From an optimization exercise on the open Yosys and OpenROAD flow, aimed at small area, a short achievable clock period and few clock cycles; shortcuts taken in it are not production practice.
Where RTL was checked, it was by simulation tests only, not by an equivalence proof against the original.

==> run a: inputs <==
// spitfp_core
module spitfp_core (
    input  wire       clk,
    input  wire       rst,         
    input  wire       in_valid,
    output wire       in_ready,
    input  wire [7:0] in_data,
    output wire       out_valid,
    input  wire       out_ready,
    output wire [7:0] out_data
);
    localparam [20:0] BAUD_MIN      = 21'd400000;
    localparam [20:0] BAUD_MAX      = 21'd2000000;
    localparam [20:0] BAUD_RESET    = 21'd1400000;
    localparam [20:0] DYN_MIN_RESET = 21'd400000;
    localparam [1:0] RX_SEEK = 2'd0;
    localparam [1:0] RX_ACC  = 2'd1;
    localparam [1:0] RX_FC   = 2'd2;
    localparam [1:0] TX_IDLE = 2'd0;
    localparam [1:0] TX_DATA = 2'd1;
    localparam [1:0] TX_ACK  = 2'd2;
    localparam [1:0] SM_SEEK  = 2'd0;
    localparam [1:0] SM_CAND  = 2'd1;
    localparam [1:0] SM_REDIR = 2'd3;
    function [7:0] rotl;
        input [7:0] x;
        rotl = {x[6:0], x[7]};
    endfunction
    function [7:0] rotr;
        input [7:0] x;
        rotr = {x[0], x[7:1]};
    endfunction
    reg [7:0]  rb   [0:63];      
    reg [7:0]  pbuf [0:23];      
    reg [7:0]  srx  [0:23];      
    reg [5:0]  head;
    reg [5:0]  tail;
    reg [6:0]  used;
    reg [1:0]  rx_state;
    reg [4:0]  rx_len;
    reg [4:0]  send_len;
    reg [4:0]  slot_tx_len;
    reg [4:0]  slot_rx_len;
    reg [1:0]  tx_src;
    reg [4:0]  tx_idx;
    reg        tx_sent, tx_due, tx_rel;
    reg [3:0]  tx_sl;           
    reg [7:0]  tx_sum;
    reg [3:0]  seq_cur, sls;
    reg        ack_owed;
    reg [31:0] now_reg, last_send;
    reg [20:0] baud_cfg, baud_cur, baud_new, dyn_min;
    reg        baud_change, dyn_en;
    reg [7:0]  c_eack_lo;
    reg [23:0] c_eack_hi;
    reg        c_eack_pc;
    wire [31:0] c_eack = {c_eack_hi, c_eack_lo};
    reg [7:0]  c_efr_lo;
    reg [23:0] c_efr_hi;
    reg        c_efr_pc;
    wire [31:0] c_efr = {c_efr_hi, c_efr_lo};
    reg [7:0]  c_emsg_lo;
    reg [23:0] c_emsg_hi;
    reg        c_emsg_pc;
    wire [31:0] c_emsg = {c_emsg_hi, c_emsg_lo};
    reg [7:0]  c_eovf_lo;
    reg [23:0] c_eovf_hi;
    reg        c_eovf_pc;
    wire [31:0] c_eovf = {c_eovf_hi, c_eovf_lo};
    reg [7:0]  c_brick_lo;
    reg [23:0] c_brick_hi;
    reg        c_brick_pc;
    wire [31:0] c_brick = {c_brick_hi, c_brick_lo};
  ...
clock: 8.0 ns
lec_check: 0
cap_margin: 20
core_margin: 2
core_utilization: 40
cts_cluster_diameter: 60
cts_cluster_size: 20
place_density: 0.6
setup_slack_margin: 5.0
slew_margin: 20
run.sh (not shown) runs the stock make flow with config.mk's settings and CLKGATE_MAP_FILE= SYNTH_SCRIPT=/design/flow/synth_recipe.tcl, a recipe that flattens the netlist after the stock synthesis.
==> run b: changes against run a <==
--- a/flow/design.v
+++ b/flow/design.v
@@ -74,40 +74,47 @@
     reg [23:0] c_brlet_hi;
     reg        c_brlet_pc;
     wire [31:0] c_brlet = {c_brlet_hi, c_brlet_lo};
     reg [7:0]  zero_run_lo;
     reg [23:0] zero_run_hi;
     reg        zero_run_pc;
     wire [31:0] zero_run = {zero_run_hi, zero_run_lo};
     reg [7:0] ib0, ib1;
-    reg [11:0] id0;             
+    reg [18:0] id0;             
     reg       iv0, iv1;
     reg       in_rdy;
     assign in_ready = in_rdy;
     wire in_fire = in_valid & in_rdy;
-    function [11:0] opdec;
+    function [18:0] opdec;
         input [7:0] x;
         begin
             opdec[0]  = (x == 8'h01);
             opdec[1]  = (x == 8'h02);
             opdec[2]  = (x == 8'h03);
             opdec[3]  = (x == 8'h04);
             opdec[4]  = (x == 8'h05);
             opdec[5]  = (x == 8'h06);
             opdec[6]  = (x == 8'h07);
             opdec[7]  = (x == 8'h08);
             opdec[8]  = (x == 8'h09);
             opdec[9]  = (x == 8'h0A);
             opdec[10] = (x == 8'h00) || (x > 8'h0A);
             opdec[11] = (x == 8'h00);
+            opdec[12] = (x == 8'h0B);
+            opdec[13] = (x == 8'h0C);
+            opdec[14] = (x == 8'h0D);
+            opdec[15] = (x == 8'h0E);
+            opdec[16] = (x == 8'h0F);
+            opdec[17] = (x == 8'h10);
+            opdec[18] = (x == 8'h11);
         end
     endfunction
-    wire [11:0] in_dec  = opdec(in_data);
-    wire [11:0] ib1_dec = opdec(ib1);
+    wire [18:0] in_dec  = opdec(in_data);
+    wire [18:0] ib1_dec = opdec(ib1);
     wire go;
     always @(posedge clk) begin
         if (rst) begin
             iv0 <= 1'b0;
             iv1 <= 1'b0;
             in_rdy <= 1'b1;
         end else if (go) begin
             if (iv1) begin
@@ -180,16 +187,20 @@
     reg        t_borrow, t_lo, t_hz;
     reg        t3_pend, t3_to;
     integer k;
     reg        r_act, r_drain;
     reg [4:0]  r_idx, r_last;
     reg [31:0] r_cap;           
     reg [4:0]  pb_off;
     reg        sc_act;
+    reg        sc_pend;         
+    reg        wr_pend;         
+    reg [5:0]  wr_addr;
+    reg [7:0]  wr_data;
     reg [1:0]  sm;
     reg [7:0]  rq;              
     reg        rz_h, rz_l;      
     reg        rl_h, rl_l;      
     reg [5:0]  ra;              
     reg [7:0]  sh;              
     reg [4:0]  soff;            
     reg [4:0]  sL, sLm1;
@@ -255,21 +266,22 @@
     assign rv[10] = {11'd0, baud_new};
     assign rv[11] = {31'd0, dyn_en};
     assign rv[12] = {11'd0, dyn_min};
     assign rv[13] = zero_run;
     assign rv[14] = last_send;
     assign rv[15] = {3'd0, rx_len, 3'd0, slot_rx_len, 3'd0, slot_tx_len, 3'd0, send_len};
     assign rv[16] = {25'd0, used};
     assign rv[17] = now_reg;
+    wire [17:0] b_is = {id0[18:12], id0[9:0], id0[11]};    
     reg [31:0] reg_val;
     always @(*) begin
         reg_val = 32'd0;
         for (k = 0; k < 18; k = k + 1)
-            if (b == k) reg_val = reg_val | rv[k];
+            if (b_is[k]) reg_val = reg_val | rv[k];
     end
     wire [7:0] r_byte = r_drain ? srx[r_idx] : r_cap[7:0];
     wire r_push = r_act && !ov1;
     wire [7:0] tx_seqb = (tx_src == TX_DATA) ? {seq_cur, tx_sl} : {4'd0, tx_sl};
     wire       tx_i1   = (tx_idx == 5'd1);
     wire       tx_last = txl;
     wire [7:0] txd_b   = tx_i1 ? tx_seqb : (tx_last ? tx_sum : pbuf[0]);
     wire [7:0] txa_b   = tx_i1 ? tx_seqb : tx_sum;
@@ -281,17 +293,17 @@
     wire w_fin = e_w && kq[3];
     wire x_push = (go_opc && (o_tx || o_drain || o_inv)) ||
                   (iv0 && (e_rd || (e_sn && b_zero) || s_fin || (w_fin && !w_tick)));
     reg [7:0] x_byte;
     always @(*) begin
         if (e_opc)
             x_byte = o_tx ? tx_b : (o_drain ? {3'd0, slot_rx_len} : 8'h03);
         else if (e_rd)
-            x_byte = (b <= 8'h11) ? 8'd0 : 8'd3;
+            x_byte = (|b_is) ? 8'd0 : 8'd3;
         else if (e_sn)
             x_byte = 8'd2;
         else if (e_sd)
             x_byte = {6'd0, sub_st};
         else
             x_byte = (w_prop && !dyn_en) ? 8'd4 : 8'd0;
     end
     assign pv = x_push || r_push;
@@ -456,46 +468,59 @@
             end else if (s_stopa) begin
                 rx_state <= RX_ACC;
                 rx_len   <= rq[4:0];
             end else begin
                 rx_state <= RX_FC;
                 rx_len   <= sL;
             end
         end
-        if ((iv0 && w_fin && w_tick && (!sc_act || sc_stop)) || (t3_pend && sc_stop)) begin
+        if (iv0 && w_fin && w_tick && baud_change && tx_src == TX_IDLE) begin
+            baud_cur    <= baud_new;
+            baud_change <= 1'b0;
+        end
+        if ((iv0 && w_fin && w_tick && !sc_pend && (!sc_act || sc_stop)) || (t3_pend && sc_stop)) begin
             t3_pend <= 1'b0;
             if (send_len == 5'd0 && slot_tx_len != 5'd0) begin
                 send_len    <= slot_tx_len + 5'd3;
                 slot_tx_len <= 5'd0;
                 tx_sent     <= 1'b0;
                 tx_rel      <= 1'b0;
                 tx_due      <= 1'b1;
             end else if (send_len != 5'd0 && tx_sent && !tx_due &&
                          tx_src != TX_DATA && (t3_pend ? t3_to : t_to)) begin
                 tx_due <= 1'b1;
             end
-            if (baud_change && tx_src == TX_IDLE) begin
-                baud_cur    <= baud_new;
-                baud_change <= 1'b0;
-            end
         end else if (iv0 && w_fin && w_tick) begin
             t3_pend <= 1'b1;
             t3_to   <= t_to;
         end
-        if (e_rx && (iv0 || !used[6]))
-            rb[tail] <= b;
+        wr_pend <= iv0 && e_rx;
+        wr_addr <= tail;
+        wr_data <= b;
+        if (wr_pend)
+            rb[wr_addr] <= wr_data;
+        if (sc_pend) begin
+            sc_pend <= 1'b0;
+            sc_act  <= 1'b1;
+            sm      <= SM_SEEK;
+            ra      <= head + 6'd1;
+        end
         if (iv0) begin
             if (go_opc) begin
                 if (o_tick) begin
                     e_opc <= 1'b0; e_w <= 1'b1; kq <= 4'b0001;
                     w_tick <= 1'b1; w_baud <= 1'b0; w_dyn <= 1'b0; w_prop <= 1'b0;
-                    sc_act <= 1'b1;
-                    sm     <= SM_SEEK;
-                    ra     <= head + 6'd1;
+                    if (wr_pend) begin
+                        sc_pend <= 1'b1;
+                    end else begin
+                        sc_act <= 1'b1;
+                        sm     <= SM_SEEK;
+                        ra     <= head + 6'd1;
+                    end
                 end
                 if (o_rx)  begin e_opc <= 1'b0; e_rx <= 1'b1; end
                 if (o_sub) begin e_opc <= 1'b0; e_sn <= 1'b1; end
                 if (o_rd)  begin e_opc <= 1'b0; e_rd <= 1'b1; end
                 if (o_baud || o_prop) begin
                     e_opc <= 1'b0; e_w <= 1'b1; kq <= 4'b0001;
                     w_tick <= 1'b0; w_baud <= o_baud; w_dyn <= 1'b0; w_prop <= o_prop;
                 end
@@ -666,17 +691,19 @@
             baud_cfg <= BAUD_RESET; baud_cur <= BAUD_RESET; baud_new <= BAUD_RESET;
             baud_change <= 1'b0; dyn_en <= 1'b1; dyn_min <= DYN_MIN_RESET;
             ra <= 6'd0;
         end
         if (rst) begin
             e_opc <= 1'b1; e_rx <= 1'b0; e_rd <= 1'b0; e_sn <= 1'b0;
             e_sd <= 1'b0; e_en <= 1'b0; e_w <= 1'b0; sw <= 1'b0;
             sc_act  <= 1'b0;
+            sc_pend <= 1'b0;
             t3_pend <= 1'b0;
+            wr_pend <= 1'b0;
             r_act   <= 1'b0;
             pb_off  <= 5'd0;
         end
     end
     wire cnt_clr = rst || (go_opc && o_reset);
     wire c_eack_inc = d_bad && (sL == 5'd3);
     wire c_eack_sat = (&c_eack_hi) && (&c_eack_lo) && !c_eack_pc;
     always @(posedge clk) begin
==> flow/config.mk (replaced) <==
export PLATFORM = sky130hd
export DESIGN_NAME = spitfp_core
export DESIGN_NICKNAME = spitfp_core
export VERILOG_FILES = /design/flow/design.v
export SDC_FILE = /design/flow/constraint.sdc
export NUM_CORES = 4
export LEC_CHECK = 0
export CAP_MARGIN = 20
export CORE_MARGIN = 2
export CORE_UTILIZATION = 40
export CTS_CLUSTER_DIAMETER = 80
export CTS_CLUSTER_SIZE = 20
export PLACE_DENSITY = 0.6
export SETUP_SLACK_MARGIN = 5.0
export SLEW_MARGIN = 20
==> run c: changes against run a <==
==> flow/config.mk (replaced) <==
export PLATFORM = sky130hd
export DESIGN_NAME = spitfp_core
export DESIGN_NICKNAME = spitfp_core
export VERILOG_FILES = /design/flow/design.v
export SDC_FILE = /design/flow/constraint.sdc
export NUM_CORES = 4
export LEC_CHECK = 0
export CAP_MARGIN = 20
export CORE_MARGIN = 2
export CORE_UTILIZATION = 40
export CTS_CLUSTER_DIAMETER = 80
export CTS_CLUSTER_SIZE = 20
export PLACE_DENSITY = 0.6
export SETUP_SLACK_MARGIN = 5.0
export SLEW_MARGIN = 20
==> run d: changes against run a <==
--- a/flow/design.v
+++ b/flow/design.v
@@ -74,40 +74,47 @@
     reg [23:0] c_brlet_hi;
     reg        c_brlet_pc;
     wire [31:0] c_brlet = {c_brlet_hi, c_brlet_lo};
     reg [7:0]  zero_run_lo;
     reg [23:0] zero_run_hi;
     reg        zero_run_pc;
     wire [31:0] zero_run = {zero_run_hi, zero_run_lo};
     reg [7:0] ib0, ib1;
-    reg [11:0] id0;             
+    reg [18:0] id0;             
     reg       iv0, iv1;
     reg       in_rdy;
     assign in_ready = in_rdy;
     wire in_fire = in_valid & in_rdy;
-    function [11:0] opdec;
+    function [18:0] opdec;
         input [7:0] x;
         begin
             opdec[0]  = (x == 8'h01);
             opdec[1]  = (x == 8'h02);
             opdec[2]  = (x == 8'h03);
             opdec[3]  = (x == 8'h04);
             opdec[4]  = (x == 8'h05);
             opdec[5]  = (x == 8'h06);
             opdec[6]  = (x == 8'h07);
             opdec[7]  = (x == 8'h08);
             opdec[8]  = (x == 8'h09);
             opdec[9]  = (x == 8'h0A);
             opdec[10] = (x == 8'h00) || (x > 8'h0A);
             opdec[11] = (x == 8'h00);
+            opdec[12] = (x == 8'h0B);
+            opdec[13] = (x == 8'h0C);
+            opdec[14] = (x == 8'h0D);
+            opdec[15] = (x == 8'h0E);
+            opdec[16] = (x == 8'h0F);
+            opdec[17] = (x == 8'h10);
+            opdec[18] = (x == 8'h11);
         end
     endfunction
-    wire [11:0] in_dec  = opdec(in_data);
-    wire [11:0] ib1_dec = opdec(ib1);
+    wire [18:0] in_dec  = opdec(in_data);
+    wire [18:0] ib1_dec = opdec(ib1);
     wire go;
     always @(posedge clk) begin
         if (rst) begin
             iv0 <= 1'b0;
             iv1 <= 1'b0;
             in_rdy <= 1'b1;
         end else if (go) begin
             if (iv1) begin
@@ -180,16 +187,20 @@
     reg        t_borrow, t_lo, t_hz;
     reg        t3_pend, t3_to;
     integer k;
     reg        r_act, r_drain;
     reg [4:0]  r_idx, r_last;
     reg [31:0] r_cap;           
     reg [4:0]  pb_off;
     reg        sc_act;
+    reg        sc_pend;         
+    reg        wr_pend;         
+    reg [5:0]  wr_addr;
+    reg [7:0]  wr_data;
     reg [1:0]  sm;
     reg [7:0]  rq;              
     reg        rz_h, rz_l;      
     reg        rl_h, rl_l;      
     reg [5:0]  ra;              
     reg [7:0]  sh;              
     reg [4:0]  soff;            
     reg [4:0]  sL, sLm1;
@@ -255,21 +266,22 @@
     assign rv[10] = {11'd0, baud_new};
     assign rv[11] = {31'd0, dyn_en};
     assign rv[12] = {11'd0, dyn_min};
     assign rv[13] = zero_run;
     assign rv[14] = last_send;
     assign rv[15] = {3'd0, rx_len, 3'd0, slot_rx_len, 3'd0, slot_tx_len, 3'd0, send_len};
     assign rv[16] = {25'd0, used};
     assign rv[17] = now_reg;
+    wire [17:0] b_is = {id0[18:12], id0[9:0], id0[11]};    
     reg [31:0] reg_val;
     always @(*) begin
         reg_val = 32'd0;
         for (k = 0; k < 18; k = k + 1)
-            if (b == k) reg_val = reg_val | rv[k];
+            if (b_is[k]) reg_val = reg_val | rv[k];
     end
     wire [7:0] r_byte = r_drain ? srx[r_idx] : r_cap[7:0];
     wire r_push = r_act && !ov1;
     wire [7:0] tx_seqb = (tx_src == TX_DATA) ? {seq_cur, tx_sl} : {4'd0, tx_sl};
     wire       tx_i1   = (tx_idx == 5'd1);
     wire       tx_last = txl;
     wire [7:0] txd_b   = tx_i1 ? tx_seqb : (tx_last ? tx_sum : pbuf[0]);
     wire [7:0] txa_b   = tx_i1 ? tx_seqb : tx_sum;
@@ -281,17 +293,17 @@
     wire w_fin = e_w && kq[3];
     wire x_push = (go_opc && (o_tx || o_drain || o_inv)) ||
                   (iv0 && (e_rd || (e_sn && b_zero) || s_fin || (w_fin && !w_tick)));
     reg [7:0] x_byte;
     always @(*) begin
         if (e_opc)
             x_byte = o_tx ? tx_b : (o_drain ? {3'd0, slot_rx_len} : 8'h03);
         else if (e_rd)
-            x_byte = (b <= 8'h11) ? 8'd0 : 8'd3;
+            x_byte = (|b_is) ? 8'd0 : 8'd3;
         else if (e_sn)
             x_byte = 8'd2;
         else if (e_sd)
             x_byte = {6'd0, sub_st};
         else
             x_byte = (w_prop && !dyn_en) ? 8'd4 : 8'd0;
     end
     assign pv = x_push || r_push;
@@ -456,46 +468,59 @@
             end else if (s_stopa) begin
                 rx_state <= RX_ACC;
                 rx_len   <= rq[4:0];
             end else begin
                 rx_state <= RX_FC;
                 rx_len   <= sL;
             end
         end
-        if ((iv0 && w_fin && w_tick && (!sc_act || sc_stop)) || (t3_pend && sc_stop)) begin
+        if (iv0 && w_fin && w_tick && baud_change && tx_src == TX_IDLE) begin
+            baud_cur    <= baud_new;
+            baud_change <= 1'b0;
+        end
+        if ((iv0 && w_fin && w_tick && !sc_pend && (!sc_act || sc_stop)) || (t3_pend && sc_stop)) begin
             t3_pend <= 1'b0;
             if (send_len == 5'd0 && slot_tx_len != 5'd0) begin
                 send_len    <= slot_tx_len + 5'd3;
                 slot_tx_len <= 5'd0;
                 tx_sent     <= 1'b0;
                 tx_rel      <= 1'b0;
                 tx_due      <= 1'b1;
             end else if (send_len != 5'd0 && tx_sent && !tx_due &&
                          tx_src != TX_DATA && (t3_pend ? t3_to : t_to)) begin
                 tx_due <= 1'b1;
             end
-            if (baud_change && tx_src == TX_IDLE) begin
-                baud_cur    <= baud_new;
-                baud_change <= 1'b0;
-            end
         end else if (iv0 && w_fin && w_tick) begin
             t3_pend <= 1'b1;
             t3_to   <= t_to;
         end
-        if (e_rx && (iv0 || !used[6]))
-            rb[tail] <= b;
+        wr_pend <= iv0 && e_rx;
+        wr_addr <= tail;
+        wr_data <= b;
+        if (wr_pend)
+            rb[wr_addr] <= wr_data;
+        if (sc_pend) begin
+            sc_pend <= 1'b0;
+            sc_act  <= 1'b1;
+            sm      <= SM_SEEK;
+            ra      <= head + 6'd1;
+        end
         if (iv0) begin
             if (go_opc) begin
                 if (o_tick) begin
                     e_opc <= 1'b0; e_w <= 1'b1; kq <= 4'b0001;
                     w_tick <= 1'b1; w_baud <= 1'b0; w_dyn <= 1'b0; w_prop <= 1'b0;
-                    sc_act <= 1'b1;
-                    sm     <= SM_SEEK;
-                    ra     <= head + 6'd1;
+                    if (wr_pend) begin
+                        sc_pend <= 1'b1;
+                    end else begin
+                        sc_act <= 1'b1;
+                        sm     <= SM_SEEK;
+                        ra     <= head + 6'd1;
+                    end
                 end
                 if (o_rx)  begin e_opc <= 1'b0; e_rx <= 1'b1; end
                 if (o_sub) begin e_opc <= 1'b0; e_sn <= 1'b1; end
                 if (o_rd)  begin e_opc <= 1'b0; e_rd <= 1'b1; end
                 if (o_baud || o_prop) begin
                     e_opc <= 1'b0; e_w <= 1'b1; kq <= 4'b0001;
                     w_tick <= 1'b0; w_baud <= o_baud; w_dyn <= 1'b0; w_prop <= o_prop;
                 end
@@ -666,17 +691,19 @@
             baud_cfg <= BAUD_RESET; baud_cur <= BAUD_RESET; baud_new <= BAUD_RESET;
             baud_change <= 1'b0; dyn_en <= 1'b1; dyn_min <= DYN_MIN_RESET;
             ra <= 6'd0;
         end
         if (rst) begin
             e_opc <= 1'b1; e_rx <= 1'b0; e_rd <= 1'b0; e_sn <= 1'b0;
             e_sd <= 1'b0; e_en <= 1'b0; e_w <= 1'b0; sw <= 1'b0;
             sc_act  <= 1'b0;
+            sc_pend <= 1'b0;
             t3_pend <= 1'b0;
+            wr_pend <= 1'b0;
             r_act   <= 1'b0;
             pb_off  <= 5'd0;
         end
     end
     wire cnt_clr = rst || (go_opc && o_reset);
     wire c_eack_inc = d_bad && (sL == 5'd3);
     wire c_eack_sat = (&c_eack_hi) && (&c_eack_lo) && !c_eack_pc;
     always @(posedge clk) begin
==> flow/config.mk (replaced) <==
export PLATFORM = sky130hd
export DESIGN_NAME = spitfp_core
export DESIGN_NICKNAME = spitfp_core
export VERILOG_FILES = /design/flow/design.v
export SDC_FILE = /design/flow/constraint.sdc
export NUM_CORES = 4
export LEC_CHECK = 0
export CAP_MARGIN = 20
export CORE_MARGIN = 2
export CORE_UTILIZATION = 40
export CTS_CLUSTER_DIAMETER = 80
export CTS_CLUSTER_SIZE = 22
export PLACE_DENSITY = 0.6
export SETUP_SLACK_MARGIN = 5.0
export SLEW_MARGIN = 20
==> summary of the runs <==
Between run d and run a, the lower flip-flop and latch count is in run a (gap 23). Against run a, the first-iteration DRC count of run d is higher by 0.79%. Utilization: run c < run b < run d < run a. Run a finished clean. Run b produced a clean layout. Run c completed with no timing, DRC or antenna violations. Run d went through all stages and came out clean. The highest clock skew belongs to run d, the lowest to run c. The highest count of clock-buffer cells in the layout belongs to run c, the lowest to run d.
Testbench counts of run b, summed over its fixed seeds: cycles 161,280.
Testbench counts of run d, summed over its fixed seeds: cycles 161,280.
Function not checked in run a and run c: the RTL went through the layout flow alone.

==> what the ideal ports hide <==
How much do the figures lean on ideal ports? The routed layouts below were timed once more, with nothing changed but the port constraints.
Step 1 (the two cells are an assumption about what drives the block):
set clk [get_ports {clk}]
set_driving_cell -lib_cell sky130_fd_sc_hd__clkbuf_16 $clk
set_driving_cell -lib_cell sky130_fd_sc_hd__buf_2 [delete_from_list [all_inputs] $clk]
Step 2 times the ports against the registers' clock, not the clock port: input delays grow and output delays shrink by t, the midpoint of the rising clock arrivals with the driver on.
a / b / c = ideal ports / drivers / drivers and shift; a / b = the first two.
run	shift t [ns]	setup WS [ns]	worst setup path at the end	worst data-port slew with drivers (ns)
run a	0.854	4.820 / 4.820 / 4.328	input to register	0.08
run b	0.820	4.968 / 4.968 / 4.284	input to register	0.07
run c	0.825	4.789 / 4.789 / 4.309	input to register	0.08
run d	0.829	4.860 / 4.860 / 4.322	input to register	0.07
After both steps setup and hold are still met in every run listed. For run b, which loses most, drivers alone change the setup slack by 0.000 ns; drivers and shift together by -0.684 ns.
